Background: an optimization exercise with open tools, aiming at small area, a short achievable clock period and few clock cycles per item. Do not read the settings as production practice.
Function was checked by simulation only, so behaviour that the tests miss may differ from the original.
No activity file was given, so power comes from the tool's default toggle rates.

File: flow/config.mk
export PLATFORM = sky130hd
export DESIGN_NAME = nmx_sched
export DESIGN_NICKNAME = nmx_sched
export VERILOG_FILES = /design/flow/design.v
export SDC_FILE = /design/flow/constraint.sdc
export NUM_CORES = 4
export LEC_CHECK = 0
export CAP_MARGIN = 20
export CORE_MARGIN = 2
export CORE_UTILIZATION = 60
export CTS_CLUSTER_DIAMETER = 60
export CTS_CLUSTER_SIZE = 25
export PLACE_DENSITY = 0.75
export SLEW_MARGIN = 20
File: flow/constraint.sdc
create_clock -name core_clock -period 16.0 [get_ports {clk}]
set_input_delay 3.2000 -clock core_clock [delete_from_list [all_inputs] [get_ports {clk}]]
set_output_delay 3.2000 -clock core_clock [all_outputs]
set_load 0.01 [all_outputs]
File: flow/design.v
module nmx_sched_check (
    input  wire        lay_hi0,    
    input  wire [3:0]  lay_lo,     
    input  wire [7:0]  av_odd,     
    input  wire [4:0]  dneg,       
    input  wire        ch_bad,     
    input  wire        im_bad,     
    output reg         err,
    output reg  [2:0]  code,
    output reg  [2:0]  index,
    output wire [4:0]  vsel        
);
    wire lay_bad = ~lay_hi0 | (lay_lo == 4'd0) | (lay_lo > 4'd8);
    reg [7:0] below;               
    integer l, s;
    always @* begin
        for (l = 0; l < 8; l = l + 1)
            below[l] = (l < lay_lo);
    end
    wire [7:0] vbad = av_odd & below;
    always @* begin
        err   = 1'b1;
        code  = 3'd0;
        index = 3'd0;
        if (lay_bad) begin
            code = 3'd3;
        end else if (|vbad) begin
            code = 3'd0;
            for (l = 7; l >= 0; l = l - 1)
                if (vbad[l]) index = l;
        end else if (|dneg) begin
            code = 3'd1;
            for (s = 4; s >= 0; s = s - 1)
                if (dneg[s]) index = s;
        end else if (ch_bad) begin
            code = 3'd2;
        end else if (im_bad) begin
            code  = 3'd2;
            index = 3'd1;
        end else begin
            err  = 1'b0;
            code = 3'd4;               
        end
    end
    assign vsel = {code == 3'd2 &  index[0],
                   code == 3'd2 & ~index[0],
                   code == 3'd1,
                   code == 3'd0,
                   code == 3'd3};
endmodule
module nmx_sched (
    input  wire         clk,
    input  wire         rst,          
    input  wire         cfg_valid,
    output wire         cfg_ready,
    input  wire [159:0] dur,          
    input  wire [31:0]  chunks,
    input  wire [31:0]  images,
    input  wire [31:0]  layers,
    input  wire [15:0]  actv,
    output wire         ev_valid,
    input  wire         ev_ready,
    output wire [2:0]   ev_stage,
    output wire [3:0]   ev_layer,
    output wire [31:0]  ev_image,
    output wire [31:0]  ev_chunk,
    output wire [63:0]  ev_start,
    output wire [63:0]  ev_end,
    output wire         done,
    output wire         err,
    output wire [7:0]   err_code,
    output wire [31:0]  err_index,
    output wire [31:0]  err_value,
    output wire [31:0]  err_limit,
    output wire [31:0]  evcount
);
    localparam TW = 43;
    reg         q_lay_hi0;
    reg  [3:0]  q_lay_lo;
    reg  [7:0]  q_av_odd;
    reg  [4:0]  q_dneg;
    reg         q_ch_bad, q_im_bad;
    wire        f_err;
    wire [2:0]  f_code, f_index;
    wire [4:0]  vsel;
    integer i;
    nmx_sched_check u_check (
        .lay_hi0(q_lay_hi0), .lay_lo(q_lay_lo), .av_odd(q_av_odd), .dneg(q_dneg),
        .ch_bad(q_ch_bad), .im_bad(q_im_bad),
        .err(f_err), .code(f_code), .index(f_index), .vsel(vsel)
    );
    localparam [2:0] E_IDLE = 3'd0, E_P1 = 3'd2, E_P2 = 3'd4, E_CHK = 3'd5,
                     E_RDY = 3'd6, E_HOLD = 3'd7;
    reg  [2:0]  eng;
    reg  [32:0] r1, r2;
    reg  [4:0]  ek;                   
    reg         ebit;                 
    reg         ok_r;                 
    reg  [4:0]  q_pc;                 
    reg  [4:0]  q_immsb;              
    reg         c_err;
    reg  [2:0]  c_code, c_index;
    reg  [4:0]  c_vsel;
    reg         c_lim0, c_lim3, c_lim12;    
    reg         c_limdc, c_limdc2;          
    wire        p1    = (eng == E_P1);
    wire        abit  = ebit;
    wire        cin   = p1 & (ek == 5'd0);
    wire [33:0] esum  = {1'b0, r1[31:0], 1'b0} + {2'b0, r2[31:0] & {32{abit}}} + {33'd0, cin};
    wire        e_ovf = r1[32] | r1[31] | (abit & r2[32]) | esum[33] | esum[32];
    wire [32:0] r1_nx = {e_ovf, esum[31:0]};    
    wire        p1_last = p1 & (ek == 5'd0);
    wire [4:0]  e_idx = p1_last ? q_immsb : ek_m1;
    wire        e_imb = images[e_idx];
    wire [4:0]  ek_m1 = ek - 5'd1;
    wire        n_small = ~r1[32] & ~|r1[31:13] & ~(r1[12] & |r1[11:0]);
    reg  [7:0]  q_nz;
    reg  [2:0]  nib;
    always @* begin
        nib = 3'd0;
        for (i = 0; i < 8; i = i + 1)
            if (q_nz[i]) nib = i;
    end
    wire [3:0] nibv = images[{nib, 2'b00} +: 4];
    wire [4:0] immsb = {nib, nibv[3] ? 2'd3 : nibv[2] ? 2'd2 : nibv[1] ? 2'd1 : 2'd0};
    wire [4:0] pc_in = {layers[3:0], 1'b0} + {1'b0, layers[3:0]} + 5'd1;
    wire [2:0] pcmsb_in = pc_in[4] ? 3'd4 : pc_in[3] ? 3'd3 : pc_in[2] ? 3'd2 : pc_in[1] ? 3'd1 : 3'd0;
    reg [31:0] fval;
    always @* begin
        fval = ({32{c_vsel[0]}} & layers) | ({32{c_vsel[3]}} & chunks) | ({32{c_vsel[4]}} & images);
        for (i = 0; i < 5; i = i + 1)
            if (c_vsel[2] && c_index == i) fval = fval | dur[32*i +: 32];
        if (c_vsel[1]) fval = fval | {30'd0, 1'b1, actv[{c_index, 1'b0}]};
    end
    reg          slot_free;           
    reg          run_pend;            
    reg  [30:0]  d0_r, d1_r, d2_r, d3_r, d4_r;
    reg  [9:0]   ch_r, im_r;
    reg  [3:0]   ly_r;
    reg          ev_v;
    reg  [2:0]   stg;
    reg  [3:0]   lo;                  
    reg  [9:0]   chk;                 
    reg          is4, is4b;           
    reg  [9:0]   img;
    reg          last_l, last_c, last_i;
    reg  [TW-1:0] ost, oen;
    reg  [TW-1:0] fr1, fr2, fr3, fr4, acc;
    reg  [4:0]   fv;                  
    reg  [4:0]   asel;                
    reg  [4:0]   dsel;                
    reg          bsel;                
    reg          done_r, err_r;
    reg  [12:0]  evcnt;
    reg          rdy_r;
    wire out_idle = ~ev_v & ~run_pend;
    wire accept   = cfg_valid & rdy_r;
    reg          p_step;              
    reg  [4:0]   p_wr;                
    wire take     = ev_v & ev_ready;
    wire is_last  = is4 & last_i;
    wire step     = ev_ready & p_step;
    wire start    = run_pend & ~ev_v;
    wire load     = step | start;
    wire [TW-1:0] a = ({TW{asel[0]}} & acc) | ({TW{asel[1]}} & fr1) | ({TW{asel[2]}} & fr2) |
                      ({TW{asel[3]}} & fr3) | ({TW{asel[4]}} & fr4);
    wire [30:0] dd = ({31{dsel[0]}} & d0_r) | ({31{dsel[1]}} & d1_r) | ({31{dsel[2]}} & d2_r) |
                     ({31{dsel[3]}} & d3_r) | ({31{dsel[4]}} & d4_r);
    wire          use_a = ~bsel | (a >= oen);
    wire [TW-1:0] ea = a + {12'd0, dd};
    wire [TW-1:0] eb = oen + {12'd0, dd};
    wire [TW-1:0] nst_t = ({TW{use_a}} & a)  | ({TW{~use_a}} & oen);
    wire [TW-1:0] nen_t = ({TW{use_a}} & ea) | ({TW{~use_a}} & eb);
    reg [2:0] ns;
    always @* begin
        case (stg)
            3'd0: ns = 3'd1;
            3'd1: ns = 3'd2;
            3'd2: ns = 3'd3;
            3'd3: ns = !last_l ? 3'd1 : (!last_c ? 3'd0 : 3'd4);
            default: ns = 3'd0;
        endcase
        if (start) ns = 3'd0;
    end
    wire [2:0] lay   = lo[2:0] & {3{~lo[3]}};
    wire [2:0] lay_n = lay + 3'd1;
    wire [9:0] chk_n = chk + 10'd1;
    wire [9:0] img_n = img + 10'd1;
    reg  [3:0] lo_n;
    reg  [9:0] ck_n;
    reg  [9:0] im_n2;
    reg        ll_n, lc_n, li_n;
    always @* begin
        lo_n  = lo;
        ck_n  = chk;
        im_n2 = img;
        ll_n  = last_l;
        lc_n  = last_c;
        li_n  = last_i;
        if (start) begin
            lo_n  = 4'hF;
            ck_n  = 10'd0;
            im_n2 = 10'd0;
            ll_n  = (ly_r == 4'd1);
            lc_n  = (ch_r == 10'd1);
            li_n  = (im_r == 10'd1);
        end else begin
            case (stg)
                3'd0: lo_n = 4'd0;
                3'd3: begin
                    if (!last_l) begin
                        lo_n = {1'b0, lay_n};
                        ll_n = ({1'b0, lay_n} == ly_r - 4'd1);
                    end else begin
                        lo_n = 4'hF;
                        ll_n = (ly_r == 4'd1);
                        if (!last_c) begin
                            ck_n = chk_n;
                            lc_n = (chk_n == ch_r - 10'd1);
                        end else begin
                            ck_n = 10'h3FF;
                        end
                    end
                end
                3'd4: begin
                    ck_n  = 10'd0;
                    lc_n  = (ch_r == 10'd1);
                    im_n2 = img_n;
                    li_n  = (img_n == im_r - 10'd1);
                end
                default: ;
            endcase
        end
    end
    reg [2:0] ns2;
    always @* begin
        case (ns)
            3'd0: ns2 = 3'd1;
            3'd1: ns2 = 3'd2;
            3'd2: ns2 = 3'd3;
            3'd3: ns2 = !ll_n ? 3'd1 : (!lc_n ? 3'd0 : 3'd4);
            default: ns2 = 3'd0;
        endcase
    end
    wire [4:0] wr_n = start ? 5'd0 :
                      {stg == 3'd4, stg == 3'd3, stg == 3'd2, stg == 3'd1,
                       stg == 3'd1 && lay == 3'd0};
    wire [4:0] fv_n   = start ? 5'd0 : (fv | wr_n);
    wire [4:0] oh2    = {ns2 == 3'd4, ns2 == 3'd3, ns2 == 3'd2, ns2 == 3'd1, ns2 == 3'd0};
    wire       last_n = (ns == 3'd4) & li_n;
    wire e_init = cfg_valid & ((eng == E_IDLE) | ((eng == E_HOLD) & (start | ~run_pend)));
    reg  [2:0] eng_n;
    reg        slot_n, pend_n, evv_n;
    always @* begin
        eng_n = eng;
        case (eng)
            E_P1:    if (ek == 5'd0) eng_n = E_P2;
            E_P2:    if (ek == 5'd0) eng_n = E_CHK;
            E_CHK:   eng_n = E_RDY;
            E_RDY:   if (accept) eng_n = E_HOLD;
            E_HOLD:  if (start || !run_pend) eng_n = E_IDLE;
            default: ;
        endcase
        if (e_init) eng_n = E_P1;
        slot_n = slot_free;
        pend_n = run_pend;
        evv_n  = ev_v;
        if (accept && ok_r) begin
            slot_n = 1'b0;
            pend_n = 1'b1;
        end
        if (start) begin
            pend_n = 1'b0;
            evv_n  = 1'b1;
        end
        if (take && is_last) evv_n = 1'b0;
        if (step && last_n) slot_n = 1'b1;    
    end
    wire       pstep_l = ~((ns == 3'd4) & li_n);
    wire [4:0] pwr_l   = {5{pstep_l}} & {ns == 3'd4, ns == 3'd3, ns == 3'd2, ns == 3'd1,
                                         (ns == 3'd1) & (lo_n[2:0] == 3'd0)};
    wire ok_n  = (eng == E_CHK) ? (~c_err & n_small) : ok_r;
    wire rdy_n = (eng_n == E_RDY) & (ok_n ? slot_n : (~evv_n & ~pend_n));
    always @(posedge clk) begin
        q_lay_hi0 <= ~|layers[31:4];
        q_lay_lo  <= layers[3:0];
        q_av_odd  <= {actv[15], actv[13], actv[11], actv[9], actv[7], actv[5], actv[3], actv[1]};
        q_dneg    <= {dur[159], dur[127], dur[95], dur[63], dur[31]};
        q_ch_bad  <= chunks[31] | ~|chunks;
        q_im_bad  <= images[31] | ~|images;
        if (slot_free) begin
            d0_r <= dur[30:0];
            d1_r <= dur[62:32];
            d2_r <= dur[94:64];
            d3_r <= dur[126:96];
            d4_r <= dur[158:128];
            ch_r <= chunks[9:0];
            im_r <= images[9:0];
            ly_r <= layers[3:0];
        end
        q_pc    <= pc_in;
        q_immsb <= immsb;
        for (i = 0; i < 8; i = i + 1)
            q_nz[i] <= |images[4*i +: 4];
        c_err   <= f_err;
        c_code  <= f_code;
        c_index <= f_index;
        c_vsel  <= vsel;
        c_lim0  <= f_err & (f_code != 3'd3);
        c_lim3  <= f_err & (f_code != 3'd0);
        c_lim12 <= ~f_err | (f_code == 3'd1) | (f_code == 3'd2);
        c_limdc <= f_err & ((f_code == 3'd1) | (f_code == 3'd2));
        c_limdc2 <= |vsel[4:2] & f_err;
        case (eng)
            E_P1: begin
                if (ek == 5'd0) begin
                    r2   <= r1_nx;
                    r1   <= 33'd0;
                    ek   <= q_immsb;
                    ebit <= e_imb;
                end else begin
                    r1   <= r1_nx;
                    ek   <= ek_m1;
                    ebit <= q_pc[ek_m1[2:0]];
                end
            end
            E_P2: begin
                r1   <= r1_nx;
                ek   <= ek_m1;
                ebit <= e_imb;
            end
            E_CHK: r1 <= c_err ? {1'b0, fval} : {r1[32], r1[31:0] | {32{r1[32]}}};
            default: ;
        endcase
        if (e_init) begin
            r1   <= 33'd0;
            r2   <= {1'b0, chunks};
            ek   <= {2'd0, pcmsb_in};
            ebit <= 1'b1;                 
        end
        ok_r <= ok_n;
        if (load) begin
            ost    <= nst_t;
            oen    <= nen_t;
            stg    <= ns;
            is4    <= (ns == 3'd4);
            is4b   <= ns[2] & ~ns[1];
            lo     <= lo_n;
            chk    <= ck_n;
            img    <= im_n2;
            last_l <= ll_n;
            last_c <= lc_n;
            last_i <= li_n;
            fv     <= fv_n;
            asel   <= last_n ? 5'd0 : (oh2 & fv_n);
            dsel   <= last_n ? 5'd1 : oh2;
            bsel   <= ~last_n & (ns2 != 3'd0);
        end
        if (start) evcnt <= r1[12:0];
        if (ev_ready & p_wr[1]) fr1 <= oen;
        if (ev_ready & p_wr[2]) fr2 <= oen;
        if (ev_ready & p_wr[3]) fr3 <= oen;
        if (ev_ready & p_wr[4]) fr4 <= oen;
        if (ev_ready & p_wr[0]) acc <= ost;
        if (rst) begin
            p_step <= 1'b0;
            p_wr   <= 5'd0;
        end else if (load) begin
            p_step <= pstep_l;
            p_wr   <= pwr_l;
        end
        if (rst) begin
            eng       <= E_IDLE;
            slot_free <= 1'b1;
            run_pend  <= 1'b0;
            ev_v      <= 1'b0;
            done_r    <= 1'b0;
            rdy_r     <= 1'b0;
            asel      <= 5'd0;
            dsel      <= 5'd1;
            bsel      <= 1'b0;
        end else begin
            eng       <= eng_n;
            slot_free <= slot_n;
            run_pend  <= pend_n;
            ev_v      <= evv_n;
            rdy_r     <= rdy_n;
            done_r    <= (accept & ~ok_r) | (take & is_last);
            if (accept & ~ok_r) err_r <= 1'b1;
            if (take & is_last) err_r <= 1'b0;
        end
    end
    assign cfg_ready = rdy_r;
    assign ev_valid  = ev_v;
    assign ev_stage  = stg;
    assign ev_layer  = lo;
    assign ev_image  = {22'd0, img};
    assign ev_chunk  = {{8{stg[2]}}, {7{is4}}, {7{is4b}}, chk};
    assign ev_start  = {{(64-TW){1'b0}}, ost};
    assign ev_end    = {{(64-TW){1'b0}}, oen};
    assign done      = done_r;
    assign err       = err_r;
    assign err_code  = {5'b00010, c_code};
    assign err_index = {29'd0, c_index};
    assign err_value = r1[31:0];
    assign err_limit = {1'b0, {18{c_limdc2}}, c_lim12, {8{c_limdc}}, c_lim3, {2{c_limdc}}, c_lim0};
    assign evcount   = {19'd0, evcnt};
endmodule
File: flow/flow/run.sh
#!/bin/bash
set -uo pipefail
bash standard.sh SETUP_SLACK_MARGIN=11.5 "BUFFER_PORTS_ARGS=-buffer_cell sky130_fd_sc_hd__buf_1" finish > flow_make.log 2>&1
status=$?
tail -5 flow_make.log
exit $status
File: flow/standard.sh
#!/bin/bash
# synth_recipe.tcl (not shown) runs the flow's synth.tcl, then flattens the netlist and writes it again
# the make line also repeats each setting of config.mk as NAME=value (left out here)
make -C /OpenROAD-flow-scripts/flow DESIGN_CONFIG=/design/flow/config.mk WORK_HOME=/design/flow/orfs CLKGATE_MAP_FILE= SYNTH_SCRIPT=/design/flow/synth_recipe.tcl "${@:-finish}"
==> results.txt <==
-- logic make-up after synthesis --
logic type	after synthesis	share of synthesized area, %
and+or+nand+nor	933	12.3
adders and majority gates	157	5.54
buffers and inverters	434	6.68
muxes	41	1.76
xor gates and xnor gates	163	3.97
other	2	0.0209
DFF	682	53.7
AOI/OAI and AO/OA	848	16.1
-- final cells by class --
cell class / count / area, sq um / area share (%)
Sequential cell: 682 / 19400 / 47.8
Multi-Input combinational cell: 2261 / 15000 / 36.9
Timing Repair Buffer: 624 / 3130 / 7.73
Clock buffer: 50 / 1190 / 2.93
Tap cell: 773 / 967 / 2.39
Clock inverter: 33 / 423 / 1.04
Inverter: 105 / 410 / 1.01
Antenna cell: 17 / 42.5 / 0.105
Timing Repair inverter: 2 / 12.5 / 0.0309
-- worst reg2reg max path, delay by kind of cell (launching register included) --
kind            cells  cell delay, ps
simple gates        4            1030
fa+ha+maj           1             430
buf+inv             1             270
xor+xnor            1             170
mux                 1             100
compound gates      6            1950
flops               1             310
-- how the worst min path moves through the flow --
stage	slack (ps)	to	from
after detailed placement	420	c_code[1]$_DFF_P_	q_lay_hi0$_DFF_P_
after floorplan	370	c_code[1]$_DFF_P_	q_lay_hi0$_DFF_P_
after CTS	440	c_code[1]$_DFF_P_	q_lay_hi0$_DFF_P_
after global placement	430	bsel$_SDFFE_PP0P_	bsel$_SDFFE_PP0P_
final	450	c_code[1]$_DFF_P_	q_lay_hi0$_DFF_P_
after global routing	460	acc[39]$_DFFE_PP_	ost[39]$_DFFE_PP_
-- through the flow --
| stage | hold slack [ps] | instance area, sq um | instances |
|---|---|---|---|
| 2_1_floorplan | 368 | 36500 | 3376 |
| 3_3_place_gp | 430 | 37700 | 4358 |
| 3_5_place_dp | 419 | 37700 | 4358 |
| 4_1_cts | 441 | 40200 | 4516 |
| 5_1_grt | 457 | 40500 | 4542 |
| 6_report | 445 | 40500 | 4547 |
-- layout by cell type (no fill, tap or decap), types with 31 or more instances in the layout --
master     synthesis  final
buf_4            203    109
xor2_1            54     54
dfxtp_1          116     86
a21o_1            69     69
nand2_1          301    299
inv_1             97     96
o21ai_0           62     58
conb_1             2    118
a22oi_1          168    168
xnor2_1          109    109
nor4_1            38     36
and2_1            45     40
edfxtp_1         566    566
nand3_1          114    114
nand4_1           38     38
nor3_1            42     40
ha_1             153    151
a21oi_1          237    233
nor2_1           229    223
o21ai_1           44     45
buf_6              0     31
buf_1              8    440
clkbuf_16          0     46
a222oi_1          93     93
-- layer usage --
metal	global-route usage [%]	routed length [microns]	up-vias
met5	0	50	-
met4	16.3	5550	10
met3	7.61	14100	301
met2	59.9	55800	1989
met1	50.2	44700	14100
li1	-	-	13000
-- state kept, by name, summed over array words and instances (netlist names), 7 cells and up --
name	flops
d1_r	31
q_av_odd	8
acc	43
d4_r	31
r1	33
r2	33
oen	43
chk	10
d2_r	31
evcnt	13
d0_r	31
fr1	43
fr4	43
im_r	10
ch_r	10
img	10
ost	43
fr3	43
q_nz	7
fr2	43
d3_r	31
-- timing repair --
action,4_1_cts,5_1_grt
pin swaps,8,10
hold buffers,0,0
setup endpoints to repair,285,98
gates cloned,3,0
hold endpoints to repair,0,0
buffers inserted,72,14
resized for setup,103,66
-- power by group --
group / leakage [nW] / switching [mW] / internal [mW] / total (mW)
Clock: 0.781 / 0.702 / 0.597 / 1.30
Sequential: 6.74 / 0.0905 / 2.04 / 2.13
Combinational: 8.16 / 0.619 / 0.410 / 1.03
Total: 15.7 / 1.41 / 3.05 / 4.46
==> flow_metrics.py <==
metrics = {
    "clocking": {
        "insertion_delay_ps": 640,
        "clkSlewWorstSetupHoldPaths_ps": 90,
        "cts_tree": "built",
        "clockRootBuffer": "clkbuf_16",
        "numCtsBuffers": 46,
        "cts_buffer_depth": 3,
        "clock_sinks": 682,
        "htree_levels": 2,
    },
    "placement": {
        "gp_congestion": 1.04,
        "dp_hpwl_microns": 86600,
        "pre_cts_ws_ps": 9950,
        "io_buffers": 496,
    },
    "synth": {
        "syn_area_sq_um": 36000,
        "synth_top_area_cell": "edfxtp_1",
        "synth_common_cells": "edfxtp_1, nand2_1, a21oi_1",
        "ys_seq_elements": 682,
        "ys.flop_type": "edfxtp_1",
        "synth_top_area_share_pct": 47.2,
        "synth_edf_count": 566,
        "synth_most_common_cell": "edfxtp_1",
        "yosysWarningCount": 2,
        "syn-instance-count": 3260,
        "yosysSeqAreaShare_pct": 53.7,
        "yosys-top-cells-area": "edfxtp_1, dfxtp_1, ha_1",
        "yosysUniqueCellTypes": 87,
        "avgSynthCellArea_sq_um": 11.0,
        "ys_async_sr_fraction_pct": 0,
    },
    "timing": {
        "fmax_mhz": 220,
        "rsz0062_at_grt": "true",
        "fin_tns_setup_ps": 0,
        "slew_headroom_pct": 23.4,
        "worst_pin_slew_ps": 1120,
        "fin_skew_ps": 36.3,
        "fin_ws_ps": 11450,
        "fin_crit_sh_pct": 28.4,
        "final-hold-violation-count": 0,
        "finalCriticalPeriod_ps": 4550,
        "setup_viol": 0,
        "slew_violations": 0,
    },
    "drt": {
        "wirelength_microns": 120000,
        "post_drt_wl_per_cell_microns": 26.4,
        "vias": 29400,
        "drtIter0Drc": 4177,
        "drc_errors": 0,
        "firstDrtPassIters": 8,
        "vias_per_cell": 6.46,
        "ant_nets": 0,
    },
    "setup_path": {
        "cp.buffers_inverters": 2,
        "arrival_ps": 1350,
        "endpoint": "ev_chunk[30]",
        "path_max_fanout": 5,
        "timing.rr.end": "oen[41]$_DFFE_PP_",
        "path_depth": 2,
        "critical_path.most_common_cell": "buf_6",
        "cp_top_family": "flip-flops",
        "timing.rr.start": "dsel[1]$_SDFFE_PP0P_",
        "path_cells": "buf_6, buf_6",
        "startpoint": "stg[2]$_DFFE_PP_",
        "ff2ff_setup_slack_ps": 11480,
        "startpoint_type": "flip-flop",
        "rr_worst_depth": 14,
        "required_ps": 12800,
        "cp-end-kind": "output pin",
        "path_class": "flip-flop to output pin",
        "cp_slowest_cell": "edfxtp_1",
        "slowest_delay_ps": 430,
    },
    "floorplan": {
        "die_area_sq_um": 62000,
        "ios": 615,
        "die_h_microns": 249,
        "rows": 89,
        "core-area_sq_um": 59100,
        "initial_core_util_pct": 60.9,
        "die_w_microns": 249,
    },
    "worst_hold_path": {
        "hold_depth": 1,
        "hp-class": "flip-flop to flip-flop",
    },
    "grt": {
        "antenna_found_initial": 21,
        "grt_util_all_layers_pct": 37.6,
        "grt_pass1_vias": 27900,
        "grt_pass1_wl_microns": 176000,
        "overflow": 0,
        "grt_max_degree": 84,
    },
    "layout": {
        "final_util_pct": 68.5,
        "nNetsFinal": 4155,
        "drive_above_1_share_pct": 9.98,
        "area_growth_pct": 12.5,
        "fill_cells": 4396,
    },
    "pwr": {
        "ir_worst_vdd_mv": 0.107,
        "leakage_nw": 15.7,
        "p_total_mw": 4.46,
        "powerDensity_nw_per_um2": 110,
    },
    "run_status": {
        "status": "no timing/DRC/antenna violations",
    },
    "flow_run": {
        "cap_violations": 0,
    },
}
Testbench counts, summed over its fixed seeds: cycles 15,431, events 15,023.

-- afterwards: timing with drivers on the ports --
The flow's constraints put no driver on any port. The routed layout listed below was extracted and timed again, unchanged, in two steps.
Step 1 sets driving cells, clkbuf_16 on the clock port and buf_2 on the other inputs (assumed; they add their load-dependent delay and slew).
Step 2, shift: input delay + t, output delay - t, t = (earliest + latest rising clock arrival at the registers) / 2. This alone moves slack from input paths to output paths.
a / b / c = ideal ports / drivers / drivers and shift; a / b = the first two.
t, ns: 0.691
setup slack, ns: 11.448 / 11.382 / 10.907
worst setup path at the end: input to register
clock arrival spread, ns: 0.037 / 0.037
After both steps this run still meets setup and hold. The setup slack of this run moves by -0.066 ns with the drivers and by -0.541 ns with both steps.
